Source: an optimization exercise on an open RTL-to-GDS flow (aim: small area, a short achievable clock period and few clock cycles). Production flows keep margins and buffers that such runs may drop.
The RTL was checked by simulation tests, not by an equivalence proof against the original design.
Power figures rest on the tool's default switching activity, not on a simulated workload.

==> flow/design.v (excerpt) <==
module delta_codec (
    input  wire       clk,
    input  wire       rst,
    input  wire       enc_in_valid,
    output wire       enc_in_ready,
    input  wire [7:0] enc_in_data,
    input  wire       enc_in_last,
    input  wire [3:0] enc_in_cs,
    output wire       enc_out_valid,
    input  wire       enc_out_ready,
    output wire [7:0] enc_out_data,
    output wire       enc_out_last,
    input  wire       dec_in_valid,
    output wire       dec_in_ready,
    input  wire [7:0] dec_in_data,
    input  wire       dec_in_last,
    input  wire [3:0] dec_in_cs,
    output wire       dec_out_valid,
    input  wire       dec_out_ready,
    output wire [7:0] dec_out_data,
    output wire       dec_out_end
);
Size: ~130 flip-flops, roughly 54 I/O pins, roughly 12,000 µm² of cells after synthesis.
==> flow/config.mk <==
export PLATFORM = sky130hd
export DESIGN_NAME = delta_codec
export DESIGN_NICKNAME = delta_codec
export VERILOG_FILES = /design/flow/design.v
export SDC_FILE = /design/flow/constraint.sdc
export NUM_CORES = 4
export LEC_CHECK = 0
export ABC_AREA = 0
export CAP_MARGIN = 20
export CORE_MARGIN = 2
export CORE_UTILIZATION = 40
export CTS_BUF_LIST = sky130_fd_sc_hd__clkbuf_4 sky130_fd_sc_hd__clkbuf_8
export SETUP_SLACK_MARGIN = 2.35
export SLEW_MARGIN = 20
==> flow/constraint.sdc <==
create_clock -name core_clock -period 6.0 [get_ports {clk}]
set_input_delay 1.2000 -clock core_clock [delete_from_list [all_inputs] [get_ports {clk}]]
set_output_delay 1.2000 -clock core_clock [all_outputs]
set_load 0.01 [all_outputs]
run.sh (not shown) runs the stock make flow with config.mk's settings and CLKGATE_MAP_FILE= SYNTH_SCRIPT=/design/flow/synth_recipe.tcl, a recipe that flattens the netlist after the stock synthesis.
Testbench counts at the start, summed over its fixed seeds: cycles 20,445.
Edit:
Settings changed: ABC_AREA 0 to 1, CAP_MARGIN 20 to 5, SETUP_SLACK_MARGIN 2.35 to 2.2, SLEW_MARGIN 20 to 5.
What happened:
- The changed run completed with no timing, DRC or antenna violations
- wire length is lower by 7.1%
- synthesized cell count is higher by 20%
- via count is higher by 5.0%
- hold slack got worse by 0.021 ns
- area after synthesis is lower by 6.1%
- sequential share of layout area is higher by 2.4 points
- worst setup slack improved by 0.66 ns
- maximum frequency is higher by 18%
- total power is higher by 24%
- clock power is higher by 7.4%
Edit:
Settings changed: CAP_MARGIN 5 to 20, CORE_UTILIZATION 40 to 65, CTS_BUF_LIST sky130_fd_sc_hd__clkbuf_4 sky130_fd_sc_hd__clkbuf_8 to unset, SETUP_SLACK_MARGIN 2.2 to 2.35, SLEW_MARGIN 5 to 20.
Outcome:
- The new run finished clean
- utilization grows by 31 points
- count of clock-buffer cells in the layout shrinks by 2
- setup slack barely changes
- sequential power barely changes
- clock skew shrinks by 0.0079 ns

---

JK:
delta_codec again, from the RTL that the note above started with.
==> flow/design.v (excerpt) <==
module delta_codec (
    input  wire       clk,
    input  wire       rst,
    input  wire       enc_in_valid,
    output wire       enc_in_ready,
    input  wire [7:0] enc_in_data,
    input  wire       enc_in_last,
    input  wire [3:0] enc_in_cs,
    output wire       enc_out_valid,
    input  wire       enc_out_ready,
    output wire [7:0] enc_out_data,
    output wire       enc_out_last,
    input  wire       dec_in_valid,
    output wire       dec_in_ready,
    input  wire [7:0] dec_in_data,
    input  wire       dec_in_last,
    input  wire [3:0] dec_in_cs,
    output wire       dec_out_valid,
    input  wire       dec_out_ready,
    output wire [7:0] dec_out_data,
    output wire       dec_out_end
);
export LEC_CHECK = 0
export ABC_AREA = 1
export CAP_MARGIN = 20
export CORE_MARGIN = 2
export CORE_UTILIZATION = 55
export CTS_BUF_LIST = sky130_fd_sc_hd__clkbuf_4 sky130_fd_sc_hd__clkbuf_8
export SETUP_SLACK_MARGIN = 2.35
export SLEW_MARGIN = 20
create_clock -name core_clock -period 6.0 [get_ports {clk}]
Testbench counts of JK, summed over its fixed seeds: cycles 20,445.
Changes in MS relative to JK:
Settings: clearing CTS_BUF_LIST, which used to be sky130_fd_sc_hd__clkbuf_4 sky130_fd_sc_hd__clkbuf_8; swapping 2.35 for 2.2 in SETUP_SLACK_MARGIN; swapping 55 for 40 in CORE_UTILIZATION.
- Sequential fraction of total cell area delta (JK -> MS): insignificant
- Of JK and MS, MS shows the higher final non-filler cell area, with JK below it.
- The wire length of the first global-routing pass of MS exceeds that of JK by about 0.6%.
- MS: cell count along the critical path is 3 higher than what JK reported.
- MS falls short of JK in clock period minus worst slack.
- Relative to JK, detailed-route wire length on metal 1 has increased by 6.1% in MS.
- JK -> MS: wire length increased by a few percent
- MS vs JK, count of nets after finishing went down by 12.
- Looking at share of the clock period used by the worst path after layout, MS sits above JK.
- Relative to JK, required time of the critical path has gone down in MS.
[inputs] AL vs MS
Settings: CORE_UTILIZATION: 40 -> 65.
Findings:
In terms of clock latency on the worst-skew pair, AL and MS differ only marginally.
From AL to MS, total setup violations reported at the end of the flow did not move at all.
The headroom to the max-slew limit was comparable across MS and AL.
[compare] base=MS new=AL: number of multi-input logic gates was more or less identical; post-cts gate resize count went down by 8.
Total count of max-transition violations in the final report came out exactly the same in MS and AL.
From MS to AL the numbers moved as follows: share of the final layout cell area in multi-input gates increased by 0.98 points relative to the old numbers, wire length now smaller, final instance area down about 2%.
Changes in TR relative to AL:
Settings: SETUP_SLACK_MARGIN changed from 2.2 to 2.5; CTS_BUF_LIST newly set to sky130_fd_sc_hd__clkbuf_4 sky130_fd_sc_hd__clkbuf_8; CORE_UTILIZATION changed from 65 to 40.
The run showing the greater die outline area is TR.
Going from AL to TR, number of iterations in the first detailed-routing pass shrinks by 1.
Looking at number of setup buffers added after CTS across TR and AL, the one that comes out higher is TR.
Looking at the reports, TR completed the entire flow and the layout it produced met the timing, DRC and antenna checks.
Comparing TR and AL, the higher post-layout total power is on TR.
Summary of the comparison: share of power burned in the clock network is lower in TR, relative to AL.
Detailed route wirelength on metal2 of TR exceeds that of AL by a little under 10%.

==> static timing again, ports no longer ideal <==
Ports are ideal in the flow. The routed layouts listed here were re-timed in OpenROAD.
Step 1: set_driving_cell puts a clkbuf_16 on clk and a buf_2 on each other input, an assumption about the parent block.
Step 2 also shifts input and output timing later by t, the mid clock arrival at the registers, as if the neighbouring blocks saw the same clock.
Slacks: no drivers / after step 1 / after step 2; pairs: no drivers / after step 1.
| run | t (ns) | slack for setup (ns) | slew at the worst register clock pin (ns) | worst slew at a driven data input, ns | pins driven straight from the clock port |
|---|---|---|---|---|---|
| the first run of note 1 | 0.528 | 1.741 / 1.741 / 1.741 | 0.10 / 0.10 | 0.04 | 1 |
| the second run of note 1 | 0.493 | 2.401 / 2.401 / 2.401 | 0.10 / 0.10 | 0.04 | 1 |
| the third run of note 1 | 0.464 | 2.400 / 2.400 / 2.400 | 0.07 / 0.07 | 0.03 | 1 |
| JK | 0.504 | 2.469 / 2.469 / 2.417 | 0.11 / 0.11 | 0.03 | 1 |
| MS | 0.475 | 2.383 / 2.383 / 2.383 | 0.07 / 0.07 | 0.04 | 1 |
| AL | 0.477 | 2.205 / 2.205 / 2.205 | 0.07 / 0.07 | 0.03 | 1 |
| TR | 0.509 | 2.496 / 2.496 / 2.496 | 0.10 / 0.10 | 0.04 | 1 |
After both steps setup and hold are still met in every run listed. The setup slack of JK, which loses most, moves by 0.000 ns with the drivers and by -0.052 ns with both steps.
